What follows belongs to an exercise in optimizing a design on an open flow for small area and a short achievable clock period; a production flow would make more cautious choices. The RTL was checked by simulation tests, not by an equivalence proof against the original design. The clock input has no modelled driver; a real chip could not lean on it and would need a root buffer or a full tree. Power figures rest on the tool's default switching activity, not on a simulated workload.

garnet:
==> flow/design.v <==
module pte_crc8_rom (
    input  wire [7:0] idx,
    output wire [7:0] val
);
  assign val[0] = idx[0] ^ idx[6] ^ idx[7];
  assign val[1] = idx[0] ^ idx[1] ^ idx[6];
  assign val[2] = idx[0] ^ idx[1] ^ idx[2] ^ idx[6];
  assign val[3] = idx[1] ^ idx[2] ^ idx[3] ^ idx[7];
  assign val[4] = idx[2] ^ idx[3] ^ idx[4];
  assign val[5] = idx[3] ^ idx[4] ^ idx[5];
  assign val[6] = idx[4] ^ idx[5] ^ idx[6];
  assign val[7] = idx[5] ^ idx[6] ^ idx[7];
endmodule
module pte_rx (
    input  wire        clk,
    input  wire        rst,             
    input  wire        in_valid,
    input  wire [7:0]  in_byte,
    output reg         res_valid,
    output wire [7:0]  res_code,        
    output wire [15:0] res_data_len,    
    output wire [7:0]  res_opt_len,     
    output wire [2:0]  res_addr_ctl,    
    output wire        res_ext_hdr_valid,
    output wire [7:0]  res_ext_hdr,
    output wire [47:0] res_orig,        
    output wire        res_dest_valid,
    output wire [31:0] res_dest,        
    output wire [1:0]  res_kind,        
    output wire [31:0] res_data,        
    output wire [7:0]  res_subtel,      
    output wire [15:0] res_rssi_dbm     
);
  localparam [7:0] SYNC      = 8'h55;
  localparam [7:0] PT_RADIO  = 8'h0A;
  reg         rv;             
  reg  [7:0]  rb;             
  always @(posedge clk) begin
    rv <= in_valid && !rst;
    rb <= in_byte;
  end
  localparam [2:0] A_WAIT = 3'd0;    
  localparam [2:0] A_LH   = 3'd1;    
  localparam [2:0] A_LL   = 3'd2;    
  localparam [2:0] A_OL   = 3'd3;    
  localparam [2:0] A_PT   = 3'd4;    
  localparam [2:0] A_HC   = 3'd5;    
  localparam [2:0] A_BODY = 3'd6;    
  reg  [2:0]  ast;
  reg  [15:0] data_len;
  reg  [7:0]  opt_len;
  reg  [15:0] cnt;            
  reg         cnt_zero;       
  reg         cnt_one;        
  reg         in_opt;         
  reg  [7:0]  crc;            
  reg         hdr_bad;
  reg         pkt_bad;
  reg         oversize;       
  localparam [3:0] P_HDR  = 4'd0;
  localparam [3:0] P_EXTH = 4'd1;
  localparam [3:0] P_EXTK = 4'd2;
  localparam [3:0] P_ORIG = 4'd3;
  localparam [3:0] P_DEST = 4'd4;
  localparam [3:0] P_DATA = 4'd5;
  localparam [3:0] P_DCRC = 4'd6;
  localparam [3:0] P_SUB  = 4'd7;
  localparam [3:0] P_SIG  = 4'd8;
  localparam [3:0] P_DONE = 4'd9;    
  localparam [3:0] P_E23  = 4'd10;   
  reg  [3:0]  pst;
  reg  [2:0]  fcnt;           
  reg  [2:0]  addr_ctl;
  reg         ext_flag;
  reg  [3:0]  kind_sel;
  reg         dest_valid;
  reg  [7:0]  ext_hdr;
  reg  [47:0] orig;
  reg  [31:0] dest;
  reg  [31:0] data;
  reg  [7:0]  subtel;
  reg  [7:0]  rssi_lo;        
  reg         rssi_neg;       
  reg  [7:0]  dcrc;           
  reg  [4:0]  code;           
  wire [7:0]  crc_next;
  wire [7:0]  dcrc_next;
  pte_crc8_rom u_crc  (.idx(crc  ^ rb), .val(crc_next));
  pte_crc8_rom u_dcrc (.idx(dcrc ^ rb), .val(dcrc_next));
  function automatic [15:0] dec16(input [15:0] x);
    integer i;
    begin
      for (i = 0; i < 16; i = i + 1)
        dec16[i] = x[i] ^ ~(|(x & ((16'd1 << i) - 16'd1)));
    end
  endfunction
  function automatic [7:0] neg8(input [7:0] x);
    integer i;
    begin
      for (i = 0; i < 8; i = i + 1)
        neg8[i] = x[i] ^ (|(x & ((8'd1 << i) - 8'd1)));
    end
  endfunction
  function automatic cout8(input [7:0] a, input [7:0] b);
    integer i;
    reg c;
    begin
      c = 1'b0;
      for (i = 0; i < 8; i = i + 1)
        c = (a[i] & b[i]) | ((a[i] | b[i]) & c);
      cout8 = c;
    end
  endfunction
  wire [7:0]  csa_x = {data_len[7:3] ^ rb[7:3], ~(data_len[2:0] ^ rb[2:0])};
  wire [7:0]  csa_y = {data_len[7:3] & rb[7:3],  (data_len[2:0] | rb[2:0])};
  wire        lo_c  = cout8(csa_x, {csa_y[6:0], 1'b0});
  wire        hi_ff = &data_len[15:8];
  wire        hi_fe = (data_len[15:8] == 8'hFE);
  wire        oversize_in = (hi_ff && (csa_y[7] || lo_c)) || (hi_fe && csa_y[7] && lo_c);
  wire        opt_zero  = (opt_len == 8'd0);
  wire        at_trail  = in_opt ? cnt_one : (cnt_zero && opt_zero);
  wire        cnt_hi0   = (cnt[15:2] == 14'd0);
  wire        in_body   = rv && (ast == A_BODY);
  wire        last_byte = in_body && at_trail;
  wire        discard   = (ast == A_WAIT) || ((ast == A_PT) && oversize);
  wire [2:0]  orig_last = (rb[7:5] == 3'b000) ? 3'd2 :
                          (rb[7:5] == 3'b011) ? 3'd5 : 3'd3;
  wire [2:0]  data_last = (kind_sel == 4'd2) ? 3'd3 : 3'd0;
  wire        fcnt_zero = (fcnt == 3'd0);
  wire        kind_bad  = (kind_sel > 4'd2);
  wire        dl_short  = (data_len[15:3] == 13'd0) && (data_len[2:0] != 3'd7);
  reg  [7:0]  code_next;
  always @(*) begin
    if (hdr_bad)                               code_next = 8'h12;
    else if (pkt_bad)                          code_next = 8'h13;
    else if (dl_short)                         code_next = 8'h20;
    else if (addr_ctl[2])                      code_next = 8'h21;
    else if ((pst == P_DONE) && kind_bad)      code_next = 8'h22;
    else if (pst == P_E23)                     code_next = 8'h23;
    else if (pst != P_DONE)                    code_next = 8'h25;
    else if (crc != rb)                        code_next = 8'h24;
    else                                       code_next = 8'h00;
  end
  assign res_code = {2'b00, code[4:3], 1'b0, code[2:0]};
  always @(posedge clk) begin
    if (rst)
      ast <= A_WAIT;
    else if (rv) begin
      case (ast)
        A_WAIT: if (rb == SYNC) ast <= A_LH;
        A_LH:   ast <= A_LL;
        A_LL:   ast <= A_OL;
        A_OL:   ast <= A_PT;
        A_PT: begin
          if (!oversize)
            ast <= A_HC;
          else if (rb == SYNC)             
            ast <= A_LH;                   
          else
            ast <= A_WAIT;
        end
        A_HC:   ast <= A_BODY;
        A_BODY: if (at_trail) ast <= A_WAIT;
        default: ast <= A_WAIT;
      endcase
    end
  end
  always @(posedge clk) begin
    if (discard)
      crc <= 8'd0;
    else if (rv)
      crc <= crc_next;
  end
  always @(posedge clk) begin
    if (rv) begin
      if (ast == A_LH) data_len[15:8] <= rb;
      if (ast == A_LL) data_len[7:0]  <= rb;
      if (ast == A_OL) opt_len        <= rb;
      if (ast == A_OL) oversize       <= oversize_in;
      if (ast == A_PT) pkt_bad        <= (rb != PT_RADIO);
      if (ast == A_HC) hdr_bad        <= (crc != rb);
      if (last_byte)   code           <= {code_next[5:4], code_next[2:0]};
    end
  end
  always @(posedge clk) begin
    if (rv && ast == A_HC) begin
      cnt      <= data_len;
      cnt_zero <= (data_len == 16'd0);
      in_opt   <= 1'b0;
    end else if (in_body) begin
      if (!in_opt && cnt_zero) begin
        cnt      <= {8'd0, opt_len};
        cnt_one  <= (opt_len == 8'd1);
        in_opt   <= 1'b1;
      end else begin
        cnt      <= dec16(cnt);
        cnt_zero <= cnt_hi0 && (cnt[1:0] == 2'd1);
        cnt_one  <= cnt_hi0 && (cnt[1:0] == 2'd2);
      end
    end
  end
  always @(posedge clk) begin
    if (rst) res_valid <= 1'b0;
    else     res_valid <= last_byte;
  end
  always @(posedge clk) begin
    if (rv && ast == A_HC) begin
      pst  <= P_HDR;
    end else if (in_body) begin
      case (pst)
        P_HDR: begin
          addr_ctl     <= rb[7:5];
          ext_flag     <= rb[4];
          kind_sel     <= rb[3:0];
          dest_valid   <= (rb[7:5] == 3'b010);
          orig[23:0]   <= 24'd0;    
          data[23:0]   <= 24'd0;
          dcrc         <= 8'd0;
          fcnt         <= orig_last;
          if (rb[4])
            pst <= P_EXTH;
          else if (rb[3:0] == 4'hF)
            pst <= P_EXTK;
          else
            pst <= P_ORIG;
        end
        P_EXTH: begin
          ext_hdr <= rb;
          pst     <= (kind_sel == 4'hF) ? P_EXTK : P_ORIG;
        end
        P_EXTK: pst <= P_ORIG;
        P_ORIG: begin
          orig <= {orig[39:0], rb};
          if (fcnt_zero) begin
            fcnt <= dest_valid ? 3'd3 : data_last;
            pst  <= dest_valid ? P_DEST : kind_bad ? P_DONE : P_DATA;
          end else
            fcnt <= fcnt - 3'd1;
        end
        P_DEST: begin
          dest <= {dest[23:0], rb};
          if (fcnt_zero) begin
            fcnt <= data_last;
            pst  <= kind_bad ? P_DONE : P_DATA;
          end else
            fcnt <= fcnt - 3'd1;
        end
        P_DATA: begin
          data <= {data[23:0], rb};
          dcrc <= dcrc_next;
          if (fcnt_zero)
            pst <= P_DCRC;
          else
            fcnt <= fcnt - 3'd1;
        end
        P_DCRC: pst <= (dcrc != rb) ? P_E23 : P_SUB;
        P_SUB: begin
          subtel <= rb;
          pst    <= P_SIG;
        end
        P_SIG: begin
          rssi_lo  <= neg8(rb);
          rssi_neg <= (rb != 8'd0);
          pst      <= P_DONE;
        end
        default: ;
      endcase
    end
  end
  assign res_data_len      = data_len;
  assign res_opt_len       = opt_len;
  assign res_addr_ctl      = addr_ctl;
  assign res_ext_hdr_valid = ext_flag;
  assign res_ext_hdr       = ext_hdr;
  assign res_orig          = orig;
  assign res_dest_valid    = dest_valid;
  assign res_dest          = dest;
  assign res_kind          = kind_sel[1:0];
  assign res_data          = data;
  assign res_subtel        = subtel;
  assign res_rssi_dbm      = {{8{rssi_neg}}, rssi_lo};
endmodule
Settings: LEC_CHECK=0, CAP_MARGIN=20, CORE_MARGIN=2, CORE_UTILIZATION=75, SETUP_SLACK_MARGIN=3.0, SLEW_MARGIN=20; clock period 5.0 ns.
standard.sh (not shown) runs the stock make flow with config.mk's settings and CLKGATE_MAP_FILE= SYNTH_SCRIPT=/design/flow/synth_recipe.tcl, a recipe that flattens the netlist after the stock synthesis.
==> flow/flow/run.sh <==
#!/bin/bash
# Layout: the standard flow (standard synthesis included), with
# - port buffers of the smallest plain buffer instead of the delay buffer
#   that buffer_ports picks by itself;
# - a hand-built two-level clock tree (flow/cts_hook.tcl) in place of
#   TritonCTS's three-level one.
set -euo pipefail
bash standard.sh BUFFER_PORTS_ARGS="-buffer_cell sky130_fd_sc_hd__buf_1" \
  PRE_CTS_TCL="$PWD/flow/cts_hook.tcl" finish > standard_flow.log 2>&1
Other scripts of this flow, unchanged in this note and not shown: flow/flow/cts_hook.tcl, flow/flow/mycts.tcl
garnet did not stop at any stage, and its layout met the timing, DRC and antenna checks.
Modified inputs, umber compared to garnet
- changing CORE_UTILIZATION from 75 to 80
Findings:
garnet and umber ended up with roughly the same multi-input combinational cell count.
[umber] via count rose 768 relative to garnet
umber reports a lower maximum fanout count along the critical path than garnet does.
diff inputs: umber => nickel
- CORE_UTILIZATION changed from 80 to 60
Results
nickel finished every step from synthesis to the final layout, and the layout passed the timing, DRC and antenna checks.
Against umber as the reference, nickel delivers a lower first-pass iteration count of the detailed router.
Standard-cell row count, nickel and umber: lower on umber
Wire length per cell for nickel is lower than for umber.
nickel ended with less total length of routed wires than umber.
In the flow results for nickel and umber, the share of total power in combinational logic is larger on umber.
In nickel, the fraction of standard cell area that is sequential came out 0.57 points above the value in umber.
Relative contribution of the clock network to total power in nickel is 0.5 points lower than in umber
Critical path depth in cells: higher on umber
No run of this note takes its clock network from TritonCTS; it comes from the design's own scripts or RTL.

-- what the ideal ports hide --
The results above use ideal ports. As a check the final layouts listed here were re-extracted and re-timed, cells and wires unchanged. Step 1 (the two cells are an assumption about what drives the block):
set clk [get_ports {clk}]
set_driving_cell -lib_cell sky130_fd_sc_hd__clkbuf_16 $clk
set_driving_cell -lib_cell sky130_fd_sc_hd__buf_2 [delete_from_list [all_inputs] $clk]
Step 2 adds t to the input delays and takes it off the output delays; t is the mean of the earliest and latest rising clock arrival at the registers after step 1. Input paths then give back, and output paths get back, about the clock's delay inside the block. Slacks: ideal ports / drivers / drivers and shift; pairs: ideal ports / drivers.
| run | shift t [ns] | slack for setup (ns) | latest minus earliest clock arrival (ns) | worst register clock-pin slew, ns |
|---|---|---|---|---|
| garnet | 0.385 | 2.894 / 2.882 / 2.894 | 0.043 / 0.043 | 0.11 / 0.11 |
| umber | 0.386 | 2.600 / 2.600 / 2.600 | 0.042 / 0.041 | 0.11 / 0.11 |
| nickel | 0.375 | 2.991 / 2.922 / 3.027 | 0.030 / 0.030 | 0.10 / 0.10 |
After both steps every run listed still meets setup and hold.
